This is an optimization exercise on Yosys and OpenROAD, whose aim is small area, a short achievable clock period and few clock cycles, not a production implementation. No activity file was given, so power comes from the tool's default toggle rates.

==> inputs of run a <==
==> flow/design.v (excerpt) <==
module qser (
    input  wire        clk,
    input  wire        rst,
    input  wire        req_valid,
    output wire        req_ready,
    input  wire [3:0]  req_op,
    input  wire [1:0]  req_gain,
    input  wire [1:0]  req_pol,
    input  wire [1:0]  req_addr,
    input  wire [1:0]  req_param,
    input  wire [31:0] req_a0,
    input  wire [31:0] req_a1,
    input  wire [31:0] req_a2,
    input  wire [31:0] req_a3,
    input  wire [31:0] req_a4,
    input  wire [15:0] req_r0,
    input  wire [15:0] req_r1,
    output wire        tx_valid,
    output wire [7:0]  tx_data,
    input  wire        tx_ready,
    output wire        rsp_valid,
    output wire [2:0]  rsp_kind,
    output wire [3:0]  rsp_reason
);
==> flow/config.mk <==
export PLATFORM = sky130hd
export DESIGN_NAME = qser
export DESIGN_NICKNAME = qser
export VERILOG_FILES = /design/flow/design.v
export SDC_FILE = /design/flow/constraint.sdc
export NUM_CORES = 4
export LEC_CHECK = 0
export CAP_MARGIN = 20
export CORE_MARGIN = 2
export CORE_UTILIZATION = 45
export SETUP_SLACK_MARGIN = 5
export SLEW_MARGIN = 20
==> flow/constraint.sdc <==
create_clock -name core_clock -period 10.0 [get_ports {clk}]
set_input_delay 2.0000 -clock core_clock [delete_from_list [all_inputs] [get_ports {clk}]]
set_output_delay 2.0000 -clock core_clock [all_outputs]
set_load 0.01 [all_outputs]
standard.sh (not shown) runs the stock make flow with config.mk's settings and CLKGATE_MAP_FILE= SYNTH_SCRIPT=/design/flow/synth_recipe.tcl, a recipe that flattens the netlist after the stock synthesis.
==> flow/flow/run.sh <==
#!/bin/bash
set -o pipefail
bash standard.sh finish SETUP_SLACK_MARGIN=6 > standard.log 2>&1
==> run b (differences from run a) <==
==> flow/run.sh (new file) <==
#!/bin/bash
# synth_recipe.tcl (not shown) runs the flow's synth.tcl, then flattens the netlist and writes it again
# the make line also repeats each setting of config.mk as NAME=value (left out here)
make -C /OpenROAD-flow-scripts/flow DESIGN_CONFIG=/design/flow/config.mk WORK_HOME=/design/flow/orfs CLKGATE_MAP_FILE= SYNTH_SCRIPT=/design/flow/synth_recipe.tcl finish
removed: flow/flow/run.sh
removed: flow/standard.sh
==> run c (differences from run a) <==
--- a/flow/design.v
+++ b/flow/design.v
@@ -130,41 +130,54 @@
                 else if (f_b)            begin dk = 3'd1; dr = 4'd1; end
             end
             OP_DDS_LOAD, OP_DDS_RESET, OP_DDS_ROFF: d_now = 1'b1;
             default: begin d_now = 1'b1; dk = 3'd6; dr = 4'd0; end
         endcase
     end
-    reg [31:0] jn, jd;
+    reg [5:0]  jn_sel;      
+    reg [3:0]  jd_sel;      
     reg [1:0]  jkind;
     reg [1:0]  jw;          
     reg        jlast;
+    wire [31:0] jn = ({32{jn_sel[0]}} & r_a0) | ({32{jn_sel[1]}} & r_a1) |
+                     ({32{jn_sel[2]}} & r_a2) | ({32{jn_sel[3]}} & r_a3) |
+                     ({32{jn_sel[4]}} & {16'd0, r_r0}) | ({32{jn_sel[5]}} & {16'd0, r_r1});
+    wire [31:0] jd = ({32{jd_sel[0]}} & r_a1) | ({32{jd_sel[1]}} & r_a4) |
+                     ({32{jd_sel[2]}} & PHASE_FS) | ({32{jd_sel[3]}} & 32'd65536);
+    reg [5:0] jn_sel_nx;
+    reg [3:0] jd_sel_nx;
+    reg [1:0] jkind_nx, jw_nx;
+    reg       jlast_nx;
+    reg [3:0] jop;
+    reg [1:0] jpar;
+    reg [2:0] jjob;
     always @(*) begin
-        jn = r_a0; jd = r_a1; jkind = J_NORM; jw = 2'd0; jlast = 1'b1;
-        case (r_op)
+        jn_sel_nx = 6'b000001; jd_sel_nx = 4'b0001; jkind_nx = J_NORM; jw_nx = 2'd0; jlast_nx = 1'b1;
+        case (jop)
             OP_DAC_WRITE: begin
-                jkind = J_DAC; jw = 2'd1;
+                jkind_nx = J_DAC; jw_nx = 2'd1;
             end
             OP_DDS_TONE: begin
-                jlast = (r_job == 3'd2);
-                case (r_job)
-                    3'd0:    begin jn = r_a0; jd = r_a1; jw = 2'd0; end
-                    3'd1:    begin jn = r_a2; jd = PHASE_FS; jkind = J_PHASE; jw = 2'd1; end
-                    default: begin jn = r_a3; jd = r_a4; jw = 2'd2; end
+                jlast_nx = (jjob == 3'd2);
+                case (jjob)
+                    3'd0:    begin jn_sel_nx = 6'b000001; jd_sel_nx = 4'b0001; jw_nx = 2'd0; end
+                    3'd1:    begin jn_sel_nx = 6'b000100; jd_sel_nx = 4'b0100; jkind_nx = J_PHASE; jw_nx = 2'd1; end
+                    default: begin jn_sel_nx = 6'b001000; jd_sel_nx = 4'b0010; jw_nx = 2'd2; end
                 endcase
             end
             default: begin   
-                jlast = (r_job == 3'd5);
-                jd    = ramp_fs;
-                jw    = (r_param == 2'd0) ? 2'd2 : (r_param == 2'd1) ? 2'd1 : 2'd0;
-                case (r_job)
-                    3'd0:    jn = r_a0;
-                    3'd1:    jn = r_a1;
-                    3'd2:    jn = r_a2;
-                    3'd3:    jn = r_a3;
-                    3'd4:    begin jn = {16'd0, r_r0}; jd = 32'd65536; jw = 2'd1; end
-                    default: begin jn = {16'd0, r_r1}; jd = 32'd65536; jw = 2'd1; end
+                jlast_nx  = (jjob == 3'd5);
+                jd_sel_nx = (jpar == 2'd1) ? 4'b0100 : 4'b0010;
+                jw_nx     = (jpar == 2'd0) ? 2'd2 : (jpar == 2'd1) ? 2'd1 : 2'd0;
+                case (jjob)
+                    3'd0:    jn_sel_nx = 6'b000001;
+                    3'd1:    jn_sel_nx = 6'b000010;
+                    3'd2:    jn_sel_nx = 6'b000100;
+                    3'd3:    jn_sel_nx = 6'b001000;
+                    3'd4:    begin jn_sel_nx = 6'b010000; jd_sel_nx = 4'b1000; jw_nx = 2'd1; end
+                    default: begin jn_sel_nx = 6'b100000; jd_sel_nx = 4'b1000; jw_nx = 2'd1; end
                 endcase
             end
         endcase
     end
     reg [3:0]  j_steps;
     reg [31:0] j_rem;
@@ -367,12 +380,17 @@
         else if (decide)
             st_nx = RS_JOB;
         else if (r_v && r_st != RS_JOB && !d_now)
             st_nx = (r_op == OP_DAC_WRITE && r_st == RS_S0 && !dac_g2) ? RS_S4 : r_st + 3'd1;
     end
     wire [3:0] op_nx = rdy_q ? req_op : r_op;
+    always @(*) begin
+        jop  = op_nx;
+        jpar = rdy_q ? req_param : r_param;
+        jjob = rdy_q ? 3'd0 : (dv_take ? r_job + 3'd1 : r_job);
+    end
     reg [11:0] ak_nx;
     always @(*) begin
         ak_nx = 12'd0;
         case (op_nx)
             OP_DDS_TONE:
                 case (st_nx)
@@ -436,14 +454,19 @@
         end else begin
             rsp_v_q <= decide;
             if (decide) begin
                 rsp_k_q <= dk;
                 rsp_r_q <= dr;
             end
-            r_st <= st_nx;
-            ak   <= ak_nx;
+            r_st   <= st_nx;
+            ak     <= ak_nx;
+            jn_sel <= jn_sel_nx;
+            jd_sel <= jd_sel_nx;
+            jkind  <= jkind_nx;
+            jw     <= jw_nx;
+            jlast  <= jlast_nx;
             f_z  <= (r_sp == 32'd0);
             if (rdy_q) begin
                 r_job   <= 3'd0;
                 r_op    <= req_op;
                 r_gain  <= req_gain;
                 r_pol   <= req_pol;
@@ -601,36 +624,36 @@
     input  wire [W-1:0] a,
     input  wire [W-1:0] b,
     input  wire         cin,
     output wire [W-1:0] s,
     output wire         cout
 );
-    localparam integer NB = (W + 3) / 4;
-    localparam integer L  = (NB <= 1) ? 1 : $clog2(NB);
+    localparam integer NB = (W + 1) / 2;
+    localparam integer L  = (NB <= 2) ? 1 : (NB <= 4) ? 2 : (NB <= 8) ? 3 : (NB <= 16) ? 4 : 5;
     wire [W-1:0] p  = a ^ b;
     wire [W-1:0] g0 = a & b;
     wire [W-1:0] g  = {g0[W-1:1], g0[0] | (p[0] & cin)};
     wire [W-1:0] ig, ip;
     genvar i, l, k;
     generate
         for (i = 0; i < W; i = i + 1) begin : grp
-            if (i % 4 == 0) begin : first
+            if (i % 2 == 0) begin : first
                 assign ig[i] = g[i];
                 assign ip[i] = p[i];
             end else begin : rest
                 assign ig[i] = g[i] | (p[i] & ig[i-1]);
                 assign ip[i] = p[i] & ip[i-1];
             end
         end
     endgenerate
     wire [NB-1:0] kg [0:L];
     wire [NB-1:0] kp [0:L];
     generate
         for (k = 0; k < NB; k = k + 1) begin : blk
-            assign kg[0][k] = ig[(4*k+3 < W) ? 4*k+3 : W-1];
-            assign kp[0][k] = ip[(4*k+3 < W) ? 4*k+3 : W-1];
+            assign kg[0][k] = ig[(2*k+1 < W) ? 2*k+1 : W-1];
+            assign kp[0][k] = ip[(2*k+1 < W) ? 2*k+1 : W-1];
         end
         for (l = 0; l < L; l = l + 1) begin : lvl
             for (k = 0; k < NB; k = k + 1) begin : node
                 if (k >= (1 << l)) begin : comb
                     assign kg[l+1][k] = kg[l][k] | (kp[l][k] & kg[l][k - (1 << l)]);
                     assign kp[l+1][k] = kp[l][k] & kp[l][k - (1 << l)];
@@ -642,18 +665,18 @@
         end
     endgenerate
     wire [W:0] c;
     assign c[0] = cin;
     generate
         for (i = 1; i <= W; i = i + 1) begin : car
-            if (i % 4 == 0) begin : edge_c
-                assign c[i] = kg[L][i/4 - 1];
-            end else if (i < 4) begin : low
+            if (i % 2 == 0) begin : edge_c
+                assign c[i] = kg[L][i/2 - 1];
+            end else if (i < 2) begin : low
                 assign c[i] = ig[i-1];
             end else begin : mid
-                assign c[i] = ig[i-1] | (ip[i-1] & kg[L][i/4 - 1]);
+                assign c[i] = ig[i-1] | (ip[i-1] & kg[L][i/2 - 1]);
             end
         end
     endgenerate
     assign s    = p ^ c[W-1:0];
     assign cout = c[W];
 endmodule
==> flow/run.sh (new file) <==
#!/bin/bash
# synth_recipe.tcl (not shown) runs the flow's synth.tcl, then flattens the netlist and writes it again
# the make line also repeats each setting of config.mk as NAME=value (left out here)
make -C /OpenROAD-flow-scripts/flow DESIGN_CONFIG=/design/flow/config.mk WORK_HOME=/design/flow/orfs CLKGATE_MAP_FILE= SYNTH_SCRIPT=/design/flow/synth_recipe.tcl finish
removed: flow/flow/run.sh
removed: flow/standard.sh
==> metrics.md <==
| Metric | Value |
|---|---|
| Most frequent cells after synthesis | edfxtp_1 (630), nand2_1 (542), o21ai_0 (416) |
| Die W | approximately 350 um |
| Post-layout util | 0.534 |
| Gr usage total | 0.321 |
| Setup crit end | r_a3[29] |
| Synth Area in Simple Gates | 0.137 |
| CP Data Required Time | 10420 ps |
| Maximum vdd drop | 0.132 mV |
| FF-to-FF setup slack | 4720 ps |
| Arr. time, crit path | about 5700 ps |
| Share of post-route cells with drive strength above 1 | 0.128 |
| Vias in the first global route | roughly 46000 |
| Syn Nets | about 6400 |
| # diodes | 1 |
| Status | complete, no violations |
| Post-layout power | 0.00901 W |
| Clock group share of total power | 0.328 |
the above is filed under run b

==> metrics.md <==
| Metric | Value |
|---|---|
| Status | complete, no violations |
| Clock group share of total power | 0.339 |
| Arr. time, crit path | 5510 ps |
| Die W | around 350 um |
| # diodes | 1 |
| Maximum vdd drop | between 0.1 and 0.15 mV |
| Vias in the first global route | approximately 45000 |
| FF-to-FF setup slack | 4920 ps |
| Post-layout power | between 0.009 and 0.01 W |
the above is filed under run c

==> metrics.md <==
| Metric | Value |
|---|---|
| Final-layout clock buffer total | 93 |
| Post-layout util | 0.572 |
| Most frequent cells after synthesis | edfxtp_1 (630), nand2_1 (542), o21ai_0 (416) |
| DR WL met2 | 89400 um |
| Maximum vdd drop | ~0.13 mV |
| Vias in the first global route | 48100 |
| Clock group share of total power | 0.319 |
| Fin. max-slew vios | 0 |
| Post-layout power | about 0.0095 W |
| Syn Nets | 6420 |
| Fillers | slightly above 10000 |
| DRC | 0 |
| Arr. time, crit path | ~5700 ps |
| Port Buffers | 224 |
| Power Dens Cells | about 140 mW/mm^2 |
| Status | complete, no violations |
| # diodes | 5 |
| Die W | 349 um |
the above is filed under run a

No run of this note included a check of the RTL's function; only the layout flow was run.

## port drivers added, routing unchanged
No port has a modelled driver above. Below, the same layouts with a new extraction and two added sets of constraints.
Step 1 assumes that a clkbuf_16 drives the clock port and a buf_2 every other input.
Step 2 adds t to the input delays and takes it off the output delays; t is the mean of the earliest and latest rising clock arrival at the registers after step 1. Input paths then give back, and output paths get back, about the clock's delay inside the block.
Slacks: ideal / step 1 / step 2; pairs: ideal / step 1.
run	shift t [ns]	setup WS [ns]	worst data-port slew with drivers (ns)
run a	0.742	4.727 / 4.727 / 4.727	0.18
run b	0.745	4.721 / 4.721 / 4.721	0.10
run c	0.760	4.918 / 4.918 / 4.918	0.07
After both steps setup and hold are still met in every run listed.
